From an optimization exercise on the open Yosys and OpenROAD flow, aimed at small area, a short achievable clock period and few clock cycles; shortcuts taken in it are not production practice. The RTL was checked by simulation tests, not by an equivalence proof against the original design. Power is estimated from default activity; no workload was simulated.

[flow/design.v]
module ss_voice (
    input  wire        clk,
    input  wire        clear,       
    input  wire        adv,         
    input  wire        sf,          
    input  wire        stop,        
    input  wire        sv,          
    input  wire [15:0] arg,
    input  wire [1:0]  ms_a,        
    input  wire [1:0]  ms_d,
    input  wire [1:0]  ms_r,
    input  wire        w_T,         
    input  wire        w_ts,        
    input  wire        w_neg,       
    input  wire        w_V,         
    input  wire        w_qr,        
    input  wire        w_r,         
    input  wire        w_from,      
    input  wire [21:0] b_T,
    input  wire [16:0] b_rmt,
    input  wire        b_c,
    input  wire [2:0]  b_s,
    input  wire        b_neg,
    input  wire [14:0] b_V,
    input  wire [14:0] b_qs,
    input  wire [15:0] b_rm,
    output wire [2:0]  o_tag,
    output wire [14:0] o_peak,
    output wire [14:0] o_from,
    output wire [21:0] o_ticks,
    output wire [15:0] o_rm,
    output wire [16:0] o_rmt,
    output wire [2:0]  o_s,
    output wire        o_neg,
    output wire        trans,       
    output wire [14:0] vol,
    output wire [15:0] smp,
    output wire        smp_z,       
    output wire        smp_n        
);
    localparam [2:0] T_STOP = 3'd0, T_ATTACK = 3'd1, T_DECAY = 3'd2,
                     T_SUSTAIN = 3'd3, T_RELEASE = 3'd4;
    reg [15:0] freq;
    reg [14:0] osc_vol;
    reg [15:0] phase;
    reg [14:0] peak;
    reg [2:0]  tag;
    reg [14:0] from;
    reg [21:0] ticks_rem;
    reg [2:0]  s;
    reg [16:0] rmt;     
    reg        cr;      
    reg        neg;
    reg [14:0] V;
    reg [15:0] r;
    reg [14:0] qs;      
    reg [15:0] rm;
    assign o_tag   = tag;
    assign o_peak  = peak;
    assign o_from  = from;
    assign o_ticks = ticks_rem;
    assign o_rm    = rm;
    assign o_rmt   = rmt;
    assign o_s     = s;
    assign o_neg   = neg;
    assign vol     = osc_vol;
    wire is_a    = (tag == T_ATTACK);
    wire is_d    = (tag == T_DECAY);
    wire is_r    = (tag == T_RELEASE);
    wire is_ramp = is_a | is_d | is_r;
    wire tr_zero = (ticks_rem == 22'd0);
    assign trans = is_a & tr_zero;
    assign smp_z = (freq == 16'd0);
    assign smp_n = !smp_z && !(phase < 16'd24000);
    assign smp = smp_z ? 16'd0 : smp_n ? (16'd0 - {1'b0, osc_vol}) : {1'b0, osc_vol};
    wire [1:0]  ms_lo  = is_a ? ms_a : is_d ? ms_d : ms_r;
    wire [5:0]  T_lo   = {ms_lo[1] ^ ms_lo[0], ms_lo[0], 4'd0};
    wire [5:0]  mask   = ~(6'h3f << s);
    wire [21:0] tr_dec = ticks_rem - 22'd1;
    wire        roll   = (((tr_dec[5:0] ^ T_lo) & mask) == 6'd0);
    wire [16:0] r_add  = cr ? rmt : {1'b0, rm};
    wire [16:0] r_nx   = {1'b0, r} + r_add;
    wire [15:0] r_next = r_nx[15:0];
    wire [17:0] c_chk  = {2'b0, r_next} + {rmt[16], rmt};
    wire        c_next = ~c_chk[17];
    wire [14:0] v_next = V + qs + {14'd0, cr ^ neg};
    wire [16:0] ph_s0   = {1'b0, phase} + {1'b0, freq};
    wire [17:0] ph_s1   = {2'b0, phase} + {2'b0, freq} - 18'd48000;
    wire [17:0] ph_s2   = {2'b0, phase} + {2'b0, freq} - 18'd96000;
    wire [15:0] ph_next = !ph_s2[17] ? ph_s2[15:0] : !ph_s1[17] ? ph_s1[15:0] : ph_s0[15:0];
    always @(posedge clk) begin
        if (clear) begin
            freq    <= 16'd0;
            osc_vol <= 15'd0;
            phase   <= 16'd0;
            peak    <= 15'd0;
            tag     <= T_STOP;
        end else begin
            if (sf) begin
                freq <= arg;
                tag  <= T_ATTACK;
            end
            if (stop)
                tag  <= T_RELEASE;
            if (sv)
                peak <= arg[15] ? 15'd0 : arg[14:0];
            if (adv) begin
                if (is_ramp) begin
                    osc_vol <= V;
                    if (tr_zero) begin
                        if (is_a) begin
                            tag <= T_DECAY;
                        end else if (is_d) begin
                            tag <= T_SUSTAIN;
                        end else begin
                            tag  <= T_STOP;
                            freq <= 16'd0;
                        end
                    end else begin
                        ticks_rem <= tr_dec;
                        if (roll) begin
                            V <= v_next;
                            r  <= r_next;
                            cr <= c_next;
                        end
                    end
                end
                if (!(is_r && tr_zero))
                    phase <= ph_next[15:0];
            end
            if (w_T)
                ticks_rem <= b_T;
            if (w_V)
                V <= b_V;
            if (w_r) begin
                r  <= b_rm;
                cr <= b_c;
            end
        end
        if (w_ts)
            s <= b_s;
        if (w_neg)
            neg <= b_neg;
        if (w_from)
            from <= osc_vol;
        if (w_qr) begin
            qs <= b_qs;
            rm  <= b_rm;
            rmt <= b_rmt;
        end
    end
endmodule
module softsynth_core (
    input  wire        clk,
    input  wire        rst,             
    input  wire        cmd_valid,
    output wire        cmd_ready,
    input  wire [31:0] cmd,
    input  wire [15:0] cfg_attack_ms0,
    input  wire [15:0] cfg_decay_ms0,
    input  wire [15:0] cfg_release_ms0,
    input  wire [15:0] cfg_sustain0,
    input  wire [15:0] cfg_attack_ms1,
    input  wire [15:0] cfg_decay_ms1,
    input  wire [15:0] cfg_release_ms1,
    input  wire [15:0] cfg_sustain1,
    output reg  [15:0] out_sample,
    output reg         out_valid,
    output wire [31:0] out_rsp,
    output wire [7:0]  fault_code,
    output wire        fault
);
    localparam [7:0] OP_SET_FREQ    = 8'h01,
                     OP_SET_VOL     = 8'h02,
                     OP_VOL         = 8'h03,
                     OP_GET         = 8'h04,
                     OP_ADVANCE     = 8'h05,
                     OP_STOP        = 8'h06,
                     OP_STEP        = 8'h07,
                     OP_VOICE_RESET = 8'h08,
                     OP_MOD_SETVOL  = 8'h10,
                     OP_MOD_START   = 8'h11,
                     OP_MOD_STOP    = 8'h12,
                     OP_MIX_LEN     = 8'h30,
                     OP_TICK        = 8'h40,
                     OP_RESET       = 8'h7F;
    localparam [2:0] T_STOP = 3'd0, T_ATTACK = 3'd1, T_DECAY = 3'd2,
                     T_SUSTAIN = 3'd3, T_RELEASE = 3'd4;
    wire [7:0]  op  = cmd[31:24];
    wire [7:0]  tgt = cmd[23:16];
    wire [15:0] arg = cmd[15:0];
    reg         ready;
    reg  [15:0] rsp_lo;
    reg         rsp_hi;
    reg         flt;
    assign cmd_ready  = ready;
    assign out_rsp    = {{16{rsp_hi}}, rsp_lo};
    assign fault_code = {5'd0, flt, flt, 1'b0};
    assign fault      = flt;
    wire accept = cmd_valid && ready;
    wire tgt_ok   = (tgt == 8'd0) || (tgt == 8'd1);
    wire arg_zero = (arg == 16'd0);
    reg  legal;
    always @(*) begin
        case (op)
            OP_SET_FREQ, OP_SET_VOL, OP_MOD_SETVOL, OP_MOD_START:
                legal = tgt_ok;
            OP_VOL, OP_GET, OP_ADVANCE, OP_STOP, OP_STEP, OP_VOICE_RESET, OP_MOD_STOP:
                legal = tgt_ok && arg_zero;
            OP_MIX_LEN, OP_TICK, OP_RESET:
                legal = (tgt == 8'd0) && arg_zero;
            default:
                legal = 1'b0;
        endcase
    end
    wire do_cmd   = accept && legal;
    wire is_reset = rst || (do_cmd && op == OP_RESET);
    wire is_tick  = do_cmd && (op == OP_TICK);
    wire sel0 = (tgt[0] == 1'b0);
    wire sel1 = (tgt[0] == 1'b1);
    wire c_set_freq = do_cmd && (op == OP_SET_FREQ || op == OP_MOD_START);
    wire c_set_vol  = do_cmd && (op == OP_SET_VOL  || op == OP_MOD_SETVOL);
    wire c_stop     = do_cmd && (op == OP_STOP     || op == OP_MOD_STOP);
    wire c_advance  = do_cmd && (op == OP_ADVANCE  || op == OP_STEP);
    wire c_vreset   = do_cmd && (op == OP_VOICE_RESET);
    wire adv0 = (c_advance && sel0) || is_tick;
    wire adv1 = (c_advance && sel1) || is_tick;
    wire [2:0]  tag0, tag1, s0, s1;
    wire        neg0, neg1;
    wire [14:0] peak0, peak1, from0, from1, vol0, vol1;
    wire [21:0] ticks0, ticks1;
    wire [15:0] rm0, rm1, smp0, smp1;
    wire [16:0] rmt0, rmt1;
    wire        trans0, trans1;
    reg         st_s1, st_r1, st_r2, st_r3, st_div, st_dw, st_c1, st_c2, st_c3, st_c5, st_mul, st_c6;
    reg         jv;         
    reg         rc;         
    reg         msus;       
    reg         pend1;      
    reg  [3:0]  cnt;
    reg  [2:0]  sreg;
    reg  [14:0] mA;
    reg  [15:0] mB;
    reg  [15:0] mR;
    reg  [14:0] mQ;
    wire [2:0]  tag_j   = jv ? tag1   : tag0;
    wire [14:0] peak_j  = jv ? peak1  : peak0;
    wire [14:0] from_j  = jv ? from1  : from0;
    wire [21:0] ticks_j = jv ? ticks1 : ticks0;
    wire [15:0] rm_j    = jv ? rm1    : rm0;
    wire [16:0] rmt_j   = jv ? rmt1   : rmt0;
    wire [16:0] t_jx    = {1'b0, rm_j} - rmt_j;
    wire [15:0] t_j     = t_jx[15:0];
    wire [2:0]  s_j     = jv ? s1     : s0;
    wire j_a = (tag_j == T_ATTACK);
    wire j_d = (tag_j == T_DECAY);
    wire [14:0] to_j   = j_a ? peak_j : j_d ? mQ : 15'd0;
    wire [14:0] vol_j  = jv ? vol1 : vol0;
    wire [14:0] fr_j   = j_d ? peak_j : st_r2 ? vol_j : from_j;    
    wire [15:0] diff_j = {1'b0, to_j} - {1'b0, fr_j};
    wire [15:0] difn_j = {1'b0, fr_j} - {1'b0, to_j};
    wire        neg_j  = diff_j[15];
    wire [14:0] M_j    = neg_j ? difn_j[14:0] : diff_j[14:0];
    wire [15:0] ms_j = jv ? (j_a ? cfg_attack_ms1 : j_d ? cfg_decay_ms1 : cfg_release_ms1)
                          : (j_a ? cfg_attack_ms0 : j_d ? cfg_decay_ms0 : cfg_release_ms0);
    wire [15:0] ms_c = tgt[0] ? (op[1] ? cfg_release_ms1 : cfg_attack_ms1)
                              : (op[1] ? cfg_release_ms0 : cfg_attack_ms0);
    wire [15:0] sn_j = jv ? (cfg_sustain1[15] ? 16'd0 : cfg_sustain1)
                          : (cfg_sustain0[15] ? 16'd0 : cfg_sustain0);
    wire [21:0] treg   = {mB[5:0], mR};
    wire [21:0] T48    = {mR, 5'd0} + {1'b0, mR, 4'd0};
    wire [21:0] T48e   = {mR, 5'd0} + {1'b0, mR, 4'd0} - ticks_j;
    wire        t_big  = (T48[21:16] != 6'd0);
    wire        tr_big = (treg[21:16] != 6'd0);
    wire [16:0] dsA = {mR, mA[14]};
    wire [17:0] ddA = {1'b0, dsA} - {2'b0, tt};
    wire        dcA = ~ddA[17];
    wire [15:0] drA = dcA ? ddA[15:0] : dsA[15:0];
    wire [14:0] dA  = {mA[13:0], dcA};
    reg  [15:0] tt;
    wire [17:0] mBa = mA[14] ? {2'b0, mB} : 18'd0;
    wire [17:0] mS  = {1'b0, mR, 1'b0} + mBa;
    wire [18:0] md1 = {2'b0, mR, 1'b0} + {1'b0, mBa} - {3'b0, tt};
    wire [18:0] md2 = {2'b0, mR, 1'b0} + {1'b0, mBa} - {2'b0, tt, 1'b0};
    wire        mc1 = ~md1[18];
    wire        mc2 = ~md2[18];
    wire [15:0] mrn = mc2 ? md2[15:0] : mc1 ? md1[15:0] : mS[15:0];
    wire [13:0] mQ1 = mQ[13:0] + 14'd1;        
    wire [14:0] mqn = {(mc2 ? mQ1 : mQ[13:0]), mc1 & ~mc2};
    wire [15:0] dv_t   = st_r2 ? T48[15:0] : tt;
    wire        dv_b10 = (dv_t[15:10] != 6'd0);
    wire        dv_b8  = (dv_t[15:8] != 8'd0);
    wire [15:0] dv_R   = dv_b10 ? {6'd0, M_j[14:5]} : dv_b8 ? {8'd0, M_j[14:7]} : {11'd0, M_j[14:10]};
    wire [14:0] dv_A   = dv_b10 ? {M_j[4:0], 10'd0} : dv_b8 ? {M_j[6:0], 8'd0} : {M_j[9:0], 5'd0};
    wire [3:0]  dv_c   = dv_b10 ? 4'd5 : dv_b8 ? 4'd3 : 4'd0;
    wire last_div = st_div && (cnt == 4'd9);
    wire last_mul = st_mul && (cnt == 4'd14);
    wire        rs_big  = st_r2 ? t_big : tr_big;
    wire        rs_zero = st_r2 && (T48 == 22'd0);
    wire        rs_go   = (st_r2 || st_r3) && !rs_big;
    wire        w_T   = st_r2;
    wire        w_ts  = rs_go;
    wire        w_neg = rs_go || (st_c3 && sreg == 3'd0);
    wire        w_V   = st_r2 || (st_c1 && ticks_j == 22'd0) || st_c6;
    wire        w_qr  = st_dw;
    wire        w_r   = st_c6 || st_r2;
    wire [21:0] b_T   = T48;
    wire [15:0] b_t   = st_r2 ? T48[15:0] : treg[15:0];
    wire [16:0] b_rmt = {1'b0, mR} - {1'b0, tt};
    wire [17:0] c_chk = {2'b0, mR} + {rmt_j[16], rmt_j};
    wire        b_c   = st_c6 && !c_chk[17];
    wire [2:0]  b_s   = st_r2 ? 3'd0 : sreg;
    wire [14:0] v_wr  = fr_j + (mQ ^ {15{neg_v}}) + {14'd0, neg_v};
    wire [14:0] b_V   = st_c6 ? v_wr : (st_r2 && !rs_zero) ? vol_j : to_j;
    wire        neg_v = jv ? neg1 : neg0;
    wire [14:0] b_qs  = {15{neg_v}} ^ {5'd0, mA[9:0]};
    wire [15:0] b_rm  = st_r2 ? 16'd0 : mR;
    wire fin = (rs_go && rs_zero) || (st_dw && !rc) ||
               (st_c1 && ticks_j == 22'd0) || st_c6;
    wire sv_d0 = c_set_vol && sel0 && (tag0 == T_DECAY);
    wire sv_d1 = c_set_vol && sel1 && (tag1 == T_DECAY);
    wire sv_a0 = c_set_vol && sel0 && (tag0 == T_ATTACK);
    wire sv_a1 = c_set_vol && sel1 && (tag1 == T_ATTACK);
    wire ramp0 = (c_set_freq || c_stop) && sel0;
    wire ramp1 = (c_set_freq || c_stop) && sel1;
    wire tr0   = adv0 && trans0;
    wire tr1   = adv1 && trans1;
    wire idle  = ready;
    reg  bg_arm, bg_run, bg_ok, bg_v;
    wire att0     = (tag0 == T_ATTACK);
    wire att1     = (tag1 == T_ATTACK);
    wire bg_start = idle && !bg_arm && !bg_run && !bg_ok && (att0 || att1);
    wire bg_busy  = bg_arm || bg_run || bg_start;
    wire bg_use0  = bg_ok && !bg_v;
    wire bg_use1  = bg_ok && bg_v;
    wire job_go   = sv_d0 || sv_d1 || tr0 || tr1 || sv_a0 || sv_a1 || ramp0 || ramp1;
    wire bg_kill  = is_reset || job_go || c_set_vol || c_set_freq || c_stop || c_vreset;
    wire bg_last  = bg_run && (cnt == 4'd14);
    always @(posedge clk) begin
        if (is_reset) begin
            {st_s1, st_r1, st_r2, st_r3, st_div, st_dw, st_c1, st_c2, st_c3, st_c5, st_mul, st_c6} <= 12'd0;
            pend1 <= 1'b0;
            ready <= 1'b1;
        end else if (idle) begin
            if ((tr0 && bg_use0) || (tr1 && !tr0 && bg_use1)) begin
                st_r1 <= 1'b1;         
                jv    <= !tr0;
                rc    <= 1'b0;
                pend1 <= tr0 && tr1;
                ready <= 1'b0;
            end else if (sv_d0 || sv_d1 || tr0 || tr1) begin
                st_s1 <= 1'b1;
                jv    <= sv_d1 || (tr1 && !tr0);
                rc    <= sv_d0 || sv_d1;
                pend1 <= tr0 && tr1;
                ready <= 1'b0;
            end else if (sv_a0 || sv_a1) begin
                st_c1 <= 1'b1;
                jv    <= sv_a1;
                rc    <= 1'b1;
                ready <= 1'b0;
            end else if (ramp0 || ramp1) begin
                st_r2 <= !bg_busy;     
                st_r1 <= bg_busy;
                jv    <= ramp1;
                rc    <= 1'b0;
                ready <= 1'b0;
            end
        end else begin
            st_s1  <= 1'b0;
            st_r1  <= last_mul && msus && !rc;
            st_r2  <= st_r1;
            st_r3  <= (st_r2 || st_r3) && rs_big;
            st_div <= (st_div && !last_div) || (rs_go && !rs_zero && !st_r3) ||
                      (st_c3 && sreg == 3'd0 && s_j == 3'd0);
            st_dw  <= last_div || (rs_go && st_r3) || (st_c3 && sreg == 3'd0 && s_j != 3'd0);
            st_c1  <= last_mul && msus && rc;
            st_c2  <= st_c1 && ticks_j != 22'd0;
            st_c3  <= st_c2 || (st_c3 && sreg != 3'd0);
            st_c5  <= st_dw && rc;
            st_mul <= st_s1 || st_c5 || (st_mul && !last_mul);
            st_c6  <= last_mul && !msus;
            if (fin) begin
                if (pend1) begin
                    st_s1 <= 1'b1;
                    jv    <= 1'b1;
                    rc    <= 1'b0;
                    pend1 <= 1'b0;
                end else begin
                    ready <= 1'b1;
                end
            end
        end
        if (idle && !bg_busy) begin
            mR <= ms_c;                
        end
        if (bg_kill) begin
            bg_arm <= 1'b0;
            bg_run <= 1'b0;
            bg_ok  <= 1'b0;
        end else if (bg_start) begin
            bg_arm <= 1'b1;
            jv     <= !att0;
        end else if (bg_arm) begin
            bg_arm <= 1'b0;
            bg_run <= 1'b1;
            bg_v   <= jv;
        end else if (bg_last) begin
            bg_run <= 1'b0;
            bg_ok  <= 1'b1;
        end
        if (bg_arm) begin              
            mA   <= peak_j;
            mB   <= sn_j;
            mR   <= 16'd0;
            mQ   <= 15'd0;
            msus <= 1'b1;
            tt   <= 16'd32767;
            cnt  <= 4'd0;
        end
        if (st_s1) begin               
            mA   <= peak_j;
            mB   <= sn_j;
            mR   <= 16'd0;
            mQ   <= 15'd0;
            msus <= 1'b1;
            tt   <= 16'd32767;
            cnt  <= 4'd0;
        end
        if (st_r1 || st_c1)            
            mR <= ms_j;
        if (st_c1 || st_c5)
            tt <= t_j;
        if (w_ts)
            tt <= b_t;
        if (st_r2 || st_r3) begin
            if (rs_big) begin
                mR      <= st_r2 ? T48[16:1] : treg[16:1];
                mB[5:0] <= st_r2 ? {1'b0, T48[21:17]} : {1'b0, treg[21:17]};
            end else begin
                mR  <= st_r3 ? {1'b0, M_j} : dv_R;
                mA  <= st_r3 ? 15'd0 : dv_A;
                cnt <= dv_c;
            end
            sreg <= st_r2 ? {2'b0, t_big} : sreg + {2'b0, rs_big};
        end
        if (st_c2) begin               
            mR      <= T48e[15:0];
            mB[5:0] <= T48e[21:16];
            sreg    <= s_j;
        end
        if (st_c3) begin               
            if (sreg != 3'd0) begin
                mR      <= treg[16:1];
                mB[5:0] <= {1'b0, treg[21:17]};
                sreg    <= sreg - 3'd1;
            end else begin
                mB  <= mR;
                mR  <= (s_j != 3'd0) ? {1'b0, M_j} : dv_R;
                mA  <= (s_j != 3'd0) ? 15'd0 : dv_A;
                cnt <= dv_c;
            end
        end
        if (st_c5) begin               
            mA   <= M_j;
            mR   <= 16'd0;
            mQ   <= 15'd0;
            msus <= 1'b0;
            cnt  <= 4'd0;
        end
        if (st_div) begin
            mA  <= dA;
            mR  <= drA;
            cnt <= cnt + 4'd1;
        end
        if (st_mul || bg_run) begin
            mA  <= {mA[13:0], 1'b0};
            mR  <= mrn;
            mQ  <= mqn;
            cnt <= cnt + 4'd1;
        end
    end
    ss_voice u_voice0 (
        .clk(clk),
        .clear(is_reset || (c_vreset && sel0)),
        .adv(adv0),
        .sf(c_set_freq && sel0),
        .stop(c_stop && sel0),
        .sv(c_set_vol && sel0),
        .arg(arg),
        .ms_a(cfg_attack_ms0[1:0]), .ms_d(cfg_decay_ms0[1:0]), .ms_r(cfg_release_ms0[1:0]),
        .w_T(w_T && !jv), .w_ts(w_ts && !jv), .w_neg(w_neg && !jv),
        .w_V(w_V && !jv), .w_qr(w_qr && !jv), .w_r(w_r && !jv), .w_from(st_r2 && !jv),
        .b_T(b_T), .b_rmt(b_rmt), .b_c(b_c), .b_s(b_s), .b_neg(neg_j), .b_V(b_V), .b_qs(b_qs), .b_rm(b_rm),
        .o_tag(tag0), .o_peak(peak0), .o_from(from0), .o_ticks(ticks0), .o_rm(rm0), .o_rmt(rmt0), .o_s(s0), .o_neg(neg0),
        .trans(trans0), .vol(vol0), .smp(smp0), .smp_z(sz0), .smp_n(sn0)
    );
    ss_voice u_voice1 (
        .clk(clk),
        .clear(is_reset || (c_vreset && sel1)),
        .adv(adv1),
        .sf(c_set_freq && sel1),
        .stop(c_stop && sel1),
        .sv(c_set_vol && sel1),
        .arg(arg),
        .ms_a(cfg_attack_ms1[1:0]), .ms_d(cfg_decay_ms1[1:0]), .ms_r(cfg_release_ms1[1:0]),
        .w_T(w_T && jv), .w_ts(w_ts && jv), .w_neg(w_neg && jv),
        .w_V(w_V && jv), .w_qr(w_qr && jv), .w_r(w_r && jv), .w_from(st_r2 && jv),
        .b_T(b_T), .b_rmt(b_rmt), .b_c(b_c), .b_s(b_s), .b_neg(neg_j), .b_V(b_V), .b_qs(b_qs), .b_rm(b_rm),
        .o_tag(tag1), .o_peak(peak1), .o_from(from1), .o_ticks(ticks1), .o_rm(rm1), .o_rmt(rmt1), .o_s(s1), .o_neg(neg1),
        .trans(trans1), .vol(vol1), .smp(smp1), .smp_z(sz1), .smp_n(sn1)
    );
    wire        sz0, sn0, sz1, sn1;
    wire [16:0] mx0 = sz0 ? 17'd0 : sn0 ? {2'b11, ~vol0} : {2'b00, vol0};
    wire [16:0] mx1 = sz1 ? 17'd0 : sn1 ? {2'b11, ~vol1} : {2'b00, vol1};
    wire signed [16:0] mix_sum = mx0 + mx1 + {16'd0, sn0} + {16'd0, sn1};
    wire        [15:0] mix_sat = (mix_sum > 17'sd32767)  ? 16'h7FFF :
                                 (mix_sum < -17'sd32768) ? 16'h8000 : mix_sum[15:0];
    wire [14:0] sel_vol = sel1 ? vol1 : vol0;
    wire [15:0] sel_smp = sel1 ? smp1 : smp0;
    always @(posedge clk) begin
        if (is_reset) begin
            out_sample <= 16'd0;
            out_valid  <= 1'b0;
            rsp_lo     <= 16'd0;
            rsp_hi     <= 1'b0;
            flt        <= 1'b0;
        end else if (accept) begin
            if (!legal) begin
                flt <= 1'b1;
            end else begin
                case (op)
                    OP_VOL: begin
                        rsp_lo <= {1'b0, sel_vol};
                        rsp_hi <= 1'b0;
                    end
                    OP_GET, OP_STEP: begin
                        rsp_lo <= sel_smp;
                        rsp_hi <= 1'b0;
                    end
                    OP_MIX_LEN: begin
                        rsp_lo <= 16'hFFFF;
                        rsp_hi <= 1'b1;
                    end
                    OP_TICK: begin
                        out_sample <= mix_sat;
                        out_valid  <= 1'b1;
                    end
                    default: ;
                endcase
            end
        end
    end
endmodule
[flow/flow/run.sh]
#!/bin/bash
set -euo pipefail
bash standard.sh SETUP_SLACK_MARGIN=7 "BUFFER_PORTS_ARGS=-buffer_cell sky130_fd_sc_hd__buf_4" finish > make_finish.log 2>&1
[flow/standard.sh]
#!/bin/bash
# synth_recipe.tcl (not shown) runs the flow's synth.tcl, then flattens the netlist and writes it again
# the make line also repeats each setting of config.mk as NAME=value (left out here)
make -C /OpenROAD-flow-scripts/flow DESIGN_CONFIG=/design/flow/config.mk WORK_HOME=/design/flow/orfs CLKGATE_MAP_FILE= SYNTH_SCRIPT=/design/flow/synth_recipe.tcl "${@:-finish}"
[flow/config.mk]
export PLATFORM = sky130hd
export DESIGN_NAME = softsynth_core
export DESIGN_NICKNAME = softsynth_core
export VERILOG_FILES = /design/flow/design.v
export SDC_FILE = /design/flow/constraint.sdc
export NUM_CORES = 4
export LEC_CHECK = 0
export CAP_MARGIN = 20
export CORE_MARGIN = 2
export CORE_UTILIZATION = 40
export SLEW_MARGIN = 20
[flow/constraint.sdc]
create_clock -name core_clock -period 12.0 [get_ports {clk}]
set_input_delay 2.4000 -clock core_clock [delete_from_list [all_inputs] [get_ports {clk}]]
set_output_delay 2.4000 -clock core_clock [all_outputs]
set_load 0.01 [all_outputs]
==> results of run 1 <==
## final timing paths
check | start | to | slack [ns] | depth (start not counted)
worst max-delay path | mR[0] | u_voice1.V[14] | 7.03 | 15
worst min-delay path | u_voice0.peak[14] | u_voice0.peak[14] | 0.45 | 2
worst max register to register | mR[0] | u_voice1.V[14] | 7.03 | 15
worst min register to register | u_voice0.peak[14] | u_voice0.peak[14] | 0.45 | 2
## critical path: cells and delay by family (launching register included)
kind	cells	cell delay, ns
compound gates	5	1.11
fa+ha+maj	2	0.68
flops	1	0.56
xor+xnor	1	0.09
mux	2	0.67
simple gates	3	1.15
buf+inv	2	0.41
## power groups by stage
stage / Sequential, µW / Clock [µW] / Combinational, µW
final: 1970 / 1940 / 2230
after global placement: 2030 / 0 / 1880
after detailed placement: 2030 / 0 / 1890
after floorplan: 1960 / 0 / 1360
after CTS: 1970 / 1960 / 2000
after global routing: 1970 / 2020 / 2390
## registers in the layout, summed over array words and instances, names as in the netlist, 17 cells and up
name	cells
u_voice1.ticks_rem	22
u_voice1.rmt	17
u_voice0.ticks_rem	22
u_voice0.rmt	17
## placed cells by master, fill, tap and decap left out, drive strengths merged, types with 49 or more instances in the layout
cell type	n
a211oi	111
a21o	82
a21oi	486
a31oi	63
buf	373
clkbuf	92
dfxtp	222
edfxtp	283
ha	354
inv	200
mux2	68
mux2i	126
nand2	590
nand2b	49
nand3	81
nor2	519
nor2b	70
nor3	114
o21ai	348
xnor2	228
xor2	98
## routing by layer
layer | track usage | routed length, µm
met5 | 0 | 40
met1 | 0.378 | 69500
met4 | 0.124 | 8370
met2 | 0.457 | 74400
met3 | 0.0480 | 13000
## stage by stage
stage                     std cells  hold slack, ns  worst slack, ns
after floorplan                5173           0.406             6.83
after global placement         6591           0.438             5.15
after detailed placement       6591           0.444             5.10
after CTS                      6744           0.451             6.94
after global routing           6788           0.465             6.90
final                          6790           0.453             7.03
## layout make-up
type,instances,share of cell area
Inverter,197,0.0147
Timing Repair Buffer,383,0.0659
Sequential cell,505,0.258
Clock inverter,26,0.00421
Antenna cell,3,0.000150
Tap cell,1403,0.0350
Clock buffer,85,0.0366
Multi-Input combinational cell,4188,0.585
## cell families (layout without fill, tap and decap cells)
logic type,Yosys count,count (layout),synth area share
adders and majority gates,376,376,0.113
buffers and inverters,481,691,0.0447
muxes,227,227,0.0644
and+or+nand+nor,1697,1698,0.180
AOI/OAI and AO/OA,1555,1555,0.232
xor gates and xnor gates,326,326,0.0663
other,1,9,0.0000870
DFF,505,505,0.300
## what timing repair did
item                                    CTS  global route
cloned                                    3             7
resized for setup                        70           179
setup buffers                            39            36
endpoints found under the setup margin  241           259
pin swaps                                14            52
==> metrics.yaml, run 1 <==
synth_top_area_share: 0.197
synth_common_cells: "590 x nand2_1, 517 x nor2_1, 486 x a21oi_1"
grt_setup_unrepaired: "yes"
io_pins: 222
gp_congestion: 0.976
syn_inst: 5168
vias: 41500
peakVddDrop_mv: 0.112
synth_ff_type: "edfxtp_1"
hp-class: "reg -> reg"
synth_edf_count: 283
ctsHoldBuffers: 0
async_reset_ff_frac: 0
cp.required_ns: 12.39
nFillCells: 10500
regArea_um2: 13000
leakagePower_uw: 0.0196
finalCritPeriodShare: 0.414
criticalPathCategory: "reg -> reg"
first_iter_violations: 4217
core_area_um2: 107000
min_period_ns: 4.97
postSynthAreaPerCell_um2: 8.34
htreeDepth: 2
wl_per_cell_um: 24.3
switching_share: 0.363
ctsRootBufferMaster: "clkbuf_16"
maxCapViolCount: 0
clkLatencyLatePin_ns: 0.68
cp_common_cell: "or4_4"
finalNetCount: 5872
status: "complete, no violations"
grt_pass1_wl_mm: 244
dieArea_um2: 110000
worstPathMaxFanout: 28
worstMarginPinSlew_ns: 1.26
hold_violations: 0
finalSetupTns_ns: 0
setup_viol: 0
ys_seq_area_frac: 0.300
grt_use_total: 0.285
multi_input_area_um2: 29400
layout-drive-gt1-share: 0.156
die_w_um: 332
grt_max_degree: 64
fp-row-count: 120
synth_seq_cells: 505
yosysMostFrequentCell: "nand2_1"
clk_pin_slew_worst_paths_ns: 0.07
dpl_cell_area_um2: 46300
fin_worst_skew_ns: 0.0415
numCtsBuffers: 60
design_area_um2: 50200
drcViolationCount: 0
syn2layout_area_growth_pct: 16.5
pwr_density_cell_nw_per_um2: 122
drt.antenna.violating_nets: 0
p_int_uw: 3910
place_hpwl_mm: 123
p_clk_frac: 0.316
arrival_ns: 5.36
yosysWarnings: 2
drt-total-wl_mm: 165
initial_utilization: 0.403
relSlewSlack: 0.161
crit_chain: "ha_2 > fa_2 > a211oi_4 > o21ai_2 > a31oi_4 > xnor2_1 > buf_4 > or4_4 > or4_4 > o41a_1 > buf_6 > mux2_4 > nor2_2 > a21oi_1 > mux2_2"
cp_slowest_stage_delay_ns: 0.58
comb_power_share: 0.363
first_global_vias: 38600
drt-pass1-iter-count: 6
die_y_um: 332
p_sw_uw: 2230
synthTopCellsByArea: "edfxtp_1 20%, dfxtp_1 10%, ha_1 10%"
critPathSlowestCell: "or4_4"
cts.path.max_buffers: 3
p_seq_frac: 0.321
maxSlewViolCount: 0
synth_top_cell_by_area: "edfxtp_1"
synth_cell_types: 92
io_buffers: 215
via_per_inst: 6.11
utilization: 0.470
fmax_ghz: 0.201
startpoint_type: "register"
antenna_found_initial: 9
cts_tree: "done"
endpoint_kind: "register"
grt_overflow_total: 0
power_uw: 6140
synth.cell_area_um2: 43100
clock-sinks: 505
Testbench counts, summed over its fixed seeds: cycles 71,491.
==> inputs of run 2 (changes only) <==
--- a/flow/design.v
+++ b/flow/design.v
@@ -270,7 +270,7 @@
     wire [21:0] treg   = {mB[5:0], mR};
     wire [21:0] T48    = {mR, 5'd0} + {1'b0, mR, 4'd0};
     wire [21:0] T48e   = {mR, 5'd0} + {1'b0, mR, 4'd0} - ticks_j;
-    wire        t_big  = (T48[21:16] != 6'd0);
+    wire        t_big  = (mR >= 16'd1366);        
     wire        tr_big = (treg[21:16] != 6'd0);
     wire [16:0] dsA = {mR, mA[14]};
     wire [17:0] ddA = {1'b0, dsA} - {2'b0, tt};
@@ -287,16 +287,15 @@
     wire [15:0] mrn = mc2 ? md2[15:0] : mc1 ? md1[15:0] : mS[15:0];
     wire [13:0] mQ1 = mQ[13:0] + 14'd1;        
     wire [14:0] mqn = {(mc2 ? mQ1 : mQ[13:0]), mc1 & ~mc2};
-    wire [15:0] dv_t   = st_r2 ? T48[15:0] : tt;
-    wire        dv_b10 = (dv_t[15:10] != 6'd0);
-    wire        dv_b8  = (dv_t[15:8] != 8'd0);
+    wire        dv_b10 = st_r2 ? (mR >= 16'd22) : (tt[15:10] != 6'd0);    
+    wire        dv_b8  = st_r2 ? (mR >= 16'd6)  : (tt[15:8] != 8'd0);     
     wire [15:0] dv_R   = dv_b10 ? {6'd0, M_j[14:5]} : dv_b8 ? {8'd0, M_j[14:7]} : {11'd0, M_j[14:10]};
     wire [14:0] dv_A   = dv_b10 ? {M_j[4:0], 10'd0} : dv_b8 ? {M_j[6:0], 8'd0} : {M_j[9:0], 5'd0};
     wire [3:0]  dv_c   = dv_b10 ? 4'd5 : dv_b8 ? 4'd3 : 4'd0;
     wire last_div = st_div && (cnt == 4'd9);
     wire last_mul = st_mul && (cnt == 4'd14);
     wire        rs_big  = st_r2 ? t_big : tr_big;
-    wire        rs_zero = st_r2 && (T48 == 22'd0);
+    wire        rs_zero = st_r2 && (mR == 16'd0);
     wire        rs_go   = (st_r2 || st_r3) && !rs_big;
     wire        w_T   = st_r2;
     wire        w_ts  = rs_go;
==> flow/flow/run.sh (replaced) <==
#!/bin/bash
set -euo pipefail
bash standard.sh SETUP_SLACK_MARGIN=7 CORE_UTILIZATION=60 "BUFFER_PORTS_ARGS=-buffer_cell sky130_fd_sc_hd__buf_4" finish > make_finish.log 2>&1
==> metrics.yaml, run 2 <==
leakagePower_uw: 0.0197  # was 0.0196 µW
relSlewSlack: 0.210  # was 0.161
rr_endpoint: "mR[12]"  # was u_voice1.V[14]
min_period_ns: 5.02  # was 4.97 ns
syn_inst: 5082  # was 5,168
fp-row-count: 98  # was 120
synth_edf_count: 283  # unchanged
first_iter_violations: 4521  # was 4,217
clock-sinks: 505  # unchanged
final_cell_mix: "503 x nor2_1, 454 x a21oi_1, 453 x nand2_1, 372 x ha_1, 345 x o21ai_0"  # was 586 x nand2_1, 494 x nor2_1, 454 x a21oi_1, 346 x buf_4, 336 x ha_1
r2r_slack_ns: 7.14  # was 7.03 ns
grt_pass1_wl_mm: 224  # was 244 mm
drcViolationCount: 0  # unchanged
drt.antenna.violating_nets: 0  # unchanged
die_y_um: 273  # was 332 µm
ctsRootBufferMaster: "clkbuf_16"  # unchanged
hold_violations: 0  # unchanged
core_area_um2: 71500  # was 107,000 µm²
antenna_found_initial: 2  # was 9
timing.rr.start: "jv"  # was mR[0]
top_regs: "u_voice0.ticks_rem (22), u_voice1.ticks_rem (22)"  # unchanged
switching_share: 0.360  # was 0.363
synth_ff_type: "edfxtp_1"  # unchanged
cts_tree: "done"  # unchanged
synth.cell_area_um2: 43400  # was 43,100 µm²
cts.path.max_buffers: 3  # unchanged
fin_worst_skew_ns: 0.0200  # was 0.0415 ns
finalCritPeriodShare: 0.418  # was 0.414
final_common_cell: "nor2_1"  # was nand2_1
finalSetupTns_ns: 0  # unchanged
hold_depth: 2  # unchanged
crit_family: "buffers and inverters"  # was simple AND/OR/NAND/NOR gates
grt_max_degree: 63  # was 64
numCtsBuffers: 58  # was 60
p_int_uw: 3830  # was 3910 µW
holdCritStartpoint: "u_voice1.peak[6]"  # was u_voice0.peak[14]
synthTopCellsByArea: "edfxtp_1 20%, ha_1 11%, dfxtp_1 10%"  # was edfxtp_1 20%, dfxtp_1 10%, ha_1 10%
gp_congestion: 1.00  # was 0.976
peakVddDrop_mv: 0.166  # was 0.112 mV
grt_use_total: 0.388  # was 0.285
syn2layout_area_growth_pct: 13.1  # was 16.5%
place_ws_ns: 5.49  # was 5.10 ns
initial_utilization: 0.607  # was 0.403
criticalPathCategory: "in -> reg"  # was reg -> reg
htreeDepth: 2  # unchanged
cp.required_ns: 12.35  # was 12.39 ns
drt-pass1-iter-count: 7  # was 6
place_hpwl_mm: 112  # was 123 mm
async_reset_ff_frac: 0  # unchanged
hp-class: "reg -> reg"  # unchanged
io_buffers: 215  # unchanged
clk_pin_slew_worst_paths_ns: 0.06  # was 0.07 ns
cp_slowest_stage_delay_ns: 0.55  # was 0.58 ns
dieArea_um2: 74500  # was 110,000 µm²
path_buf_inv: 6  # was 2
pwr_density_cell_nw_per_um2: 122  # about the same
maxCapViolCount: 0  # unchanged
endpoint_kind: "register"  # unchanged
p_seq_frac: 0.339  # was 0.321
via_per_inst: 6.59  # was 6.11
rr_worst_depth: 15  # unchanged
vias: 41000  # was 41,500
synth_top_area_share: 0.196  # was 0.197
synth_common_cells: "511 x nor2_1, 471 x a21oi_1, 460 x nand2_1"  # was 590 x nand2_1, 517 x nor2_1, 486 x a21oi_1
postSynthAreaPerCell_um2: 8.54  # was 8.34 µm²
setup_viol: 0  # unchanged
die_w_um: 273  # was 332 µm
critPathSlowestCell: "or4_4"  # unchanged
grt_setup_unrepaired: "yes"  # unchanged
startpoint_type: "input port"  # was register
arrival_ns: 5.37  # was 5.36 ns
status: "complete, no violations"  # unchanged
ys_seq_area_frac: 0.298  # was 0.300
whs_endpoint: "u_voice1.peak[6]"  # was u_voice0.peak[14]
layout-drive-gt1-share: 0.146  # was 0.156
drt-total-wl_mm: 152  # was 165 mm
yosysMostFrequentCell: "nor2_1"  # was nand2_1
cp.depth: 16  # was 15
fmax_ghz: 0.199  # was 0.201 GHz
crit_chain: "buf_4 > or4_4 > mux2_4 > o22ai_2 > a21oi_1 > o32ai_2 > and4_4 > buf_12 > nand2_2 > a21oi_4 > buf_12 > o211ai_1 > buf_4 > a21oi_4 > buf_12 > clkbuf_16"  # was ha_2 > fa_2 > a211oi_4 > o21ai_2 > a31oi_4 > xnor2_1 > buf_4 > or4_4 > or4_4 > o41a_1 > buf_6 > mux2_4 > nor2_2 > a21oi_1 > mux2_2
synth_seq_cells: 505  # unchanged
synth_cell_types: 112  # was 92
finalNetCount: 5775  # was 5,872
p_sw_uw: 2150  # was 2230 µW
clkLatencyLatePin_ns: 0.65  # was 0.68 ns
p_clk_frac: 0.312  # was 0.316
worstPathMaxFanout: 15  # was 28
yosysWarnings: 2  # unchanged
worstMarginPinSlew_ns: 1.17  # was 1.26 ns
grt_overflow_total: 0  # unchanged
synth_top_cell_by_area: "edfxtp_1"  # unchanged
wl_per_cell_um: 24.4  # was 24.3 µm
comb_power_share: 0.349  # was 0.363
maxSlewViolCount: 0  # unchanged
first_global_vias: 37900  # was 38,600
io_pins: 222  # unchanged
cp_common_cell: "buf_12"  # was or4_4
setup_slack_ns: 6.98  # was 7.03 ns
## run 2: tightest hold or removal path: stages, from the launching register on
cell     delay (ns)
dfxtp_1        0.31
nand2_1        0.05
a21oi_1        0.05
## run 2: final cells by class
class / count / area, µm²
sequential: 505 / 13000
multi-input combinational: 4108 / 29200
inverter: 203 / 764
antenna: 2 / 5.00
fill: 5925 / 22400
clock inverter: 26 / 243
timing repair buffer: 341 / 2990
clock buffer: 82 / 1760
tap: 950 / 1190
## run 2: how the worst max path moves through the flow
stage,start,endpoint,slack [ns]
floorplan,cmd[26],u_voice0.cr,6.61
global route,cmd[24],u_voice1.r[0],6.90
detailed placement,cmd[25],u_voice1.r[15],5.49
CTS,jv,mR[3],6.96
finish,cmd[24],u_voice1.r[0],6.98
global placement,cmd[25],u_voice1.r[13],5.51
## run 2: cell families (layout without fill, tap and decap cells)
family                   after synthesis  in the layout  share of synthesized area
multiplexers                         286            286                     0.0778
other                                  1              8                  0.0000865
XOR/XNOR                             346            348                     0.0706
flip-flops                           505            505                      0.298
adder cells (fa/ha/maj)              397            397                      0.118
buffers and inverters                482            652                     0.0464
AO/OA/AOI/OAI                       1519           1521                      0.223
AND/OR/NAND/NOR                     1546           1550                      0.166
## run 2: per-layer routing
layer | track usage | vias up | share of wire
met4 | 0.201 | 2 | 0.064
met3 | 0.0580 | 471 | 0.088
met1 | 0.498 | 19500 | 0.39
li1 | - | 18900 | -
met2 | 0.633 | 2100 | 0.46
met5 | 0 | - | 0.000086
## run 2: power by group through the flow
| stage | Clock, µW | Sequential (µW) | Combinational [µW] |
|---|---|---|---|
| global route | 1930 | 2030 | 2250 |
| CTS | 1860 | 2030 | 1970 |
| finish | 1870 | 2030 | 2090 |
| detailed placement | 0 | 2060 | 1940 |
| floorplan | 0 | 2020 | 1380 |
| global placement | 0 | 2060 | 1920 |
## run 2: timing repair
item | 4_1_cts | 5_1_grt
hold buffers | 0 | 0
setup buffers | 18 | 27
setup endpoints to repair | 293 | 226
gates cloned | 4 | 13
pin swaps | 11 | 13
resized for setup | 70 | 91
## run 2: metrics by stage
step | hold slack [ns] | cells | area (µm²) | total power, µW | util
final | 0.456 | 6217 | 49100 | 5990 | 0.686
after global routing | 0.483 | 6215 | 49100 | 6210 | 0.686
after CTS | 0.455 | 6174 | 48200 | 5860 | 0.675
after detailed placement | 0.447 | 6044 | 45600 | 4000 | 0.638
after global placement | 0.441 | 6044 | 45600 | 3990 | 0.638
after floorplan | 0.403 | 5087 | 43500 | 3400 | -
Testbench counts of run 2, summed over its fixed seeds: cycles 71,491.

[what the ideal ports hide]
How much do the figures lean on ideal ports? The routed layouts below were timed once more, with nothing changed but the port constraints. Step 1 (the two cells are an assumption about what drives the block):
set clk [get_ports {clk}]
set_driving_cell -lib_cell sky130_fd_sc_hd__clkbuf_16 $clk
set_driving_cell -lib_cell sky130_fd_sc_hd__buf_2 [delete_from_list [all_inputs] $clk]
Step 2 times the ports against the registers' clock, not the clock port: input delays grow and output delays shrink by t, the midpoint of the rising clock arrivals with the driver on. Slacks: ideal ports / drivers / drivers and shift; pairs: ideal ports / drivers.
run	shift t [ns]	setup WS [ns]	hold WS [ns]	clock arrival spread, ns	worst slew at a driven data input, ns
run 1	0.732	7.034 / 7.034 / 6.443	0.453 / 0.453 / 0.453	0.042 / 0.042	0.09
run 2	0.710	6.978 / 7.016 / 6.307	0.456 / 0.456 / 0.456	0.026 / 0.025	0.06
After both steps every run listed still meets setup and hold. The setup slack of run 2, which loses most, moves by +0.038 ns with the drivers and by -0.671 ns with both steps.
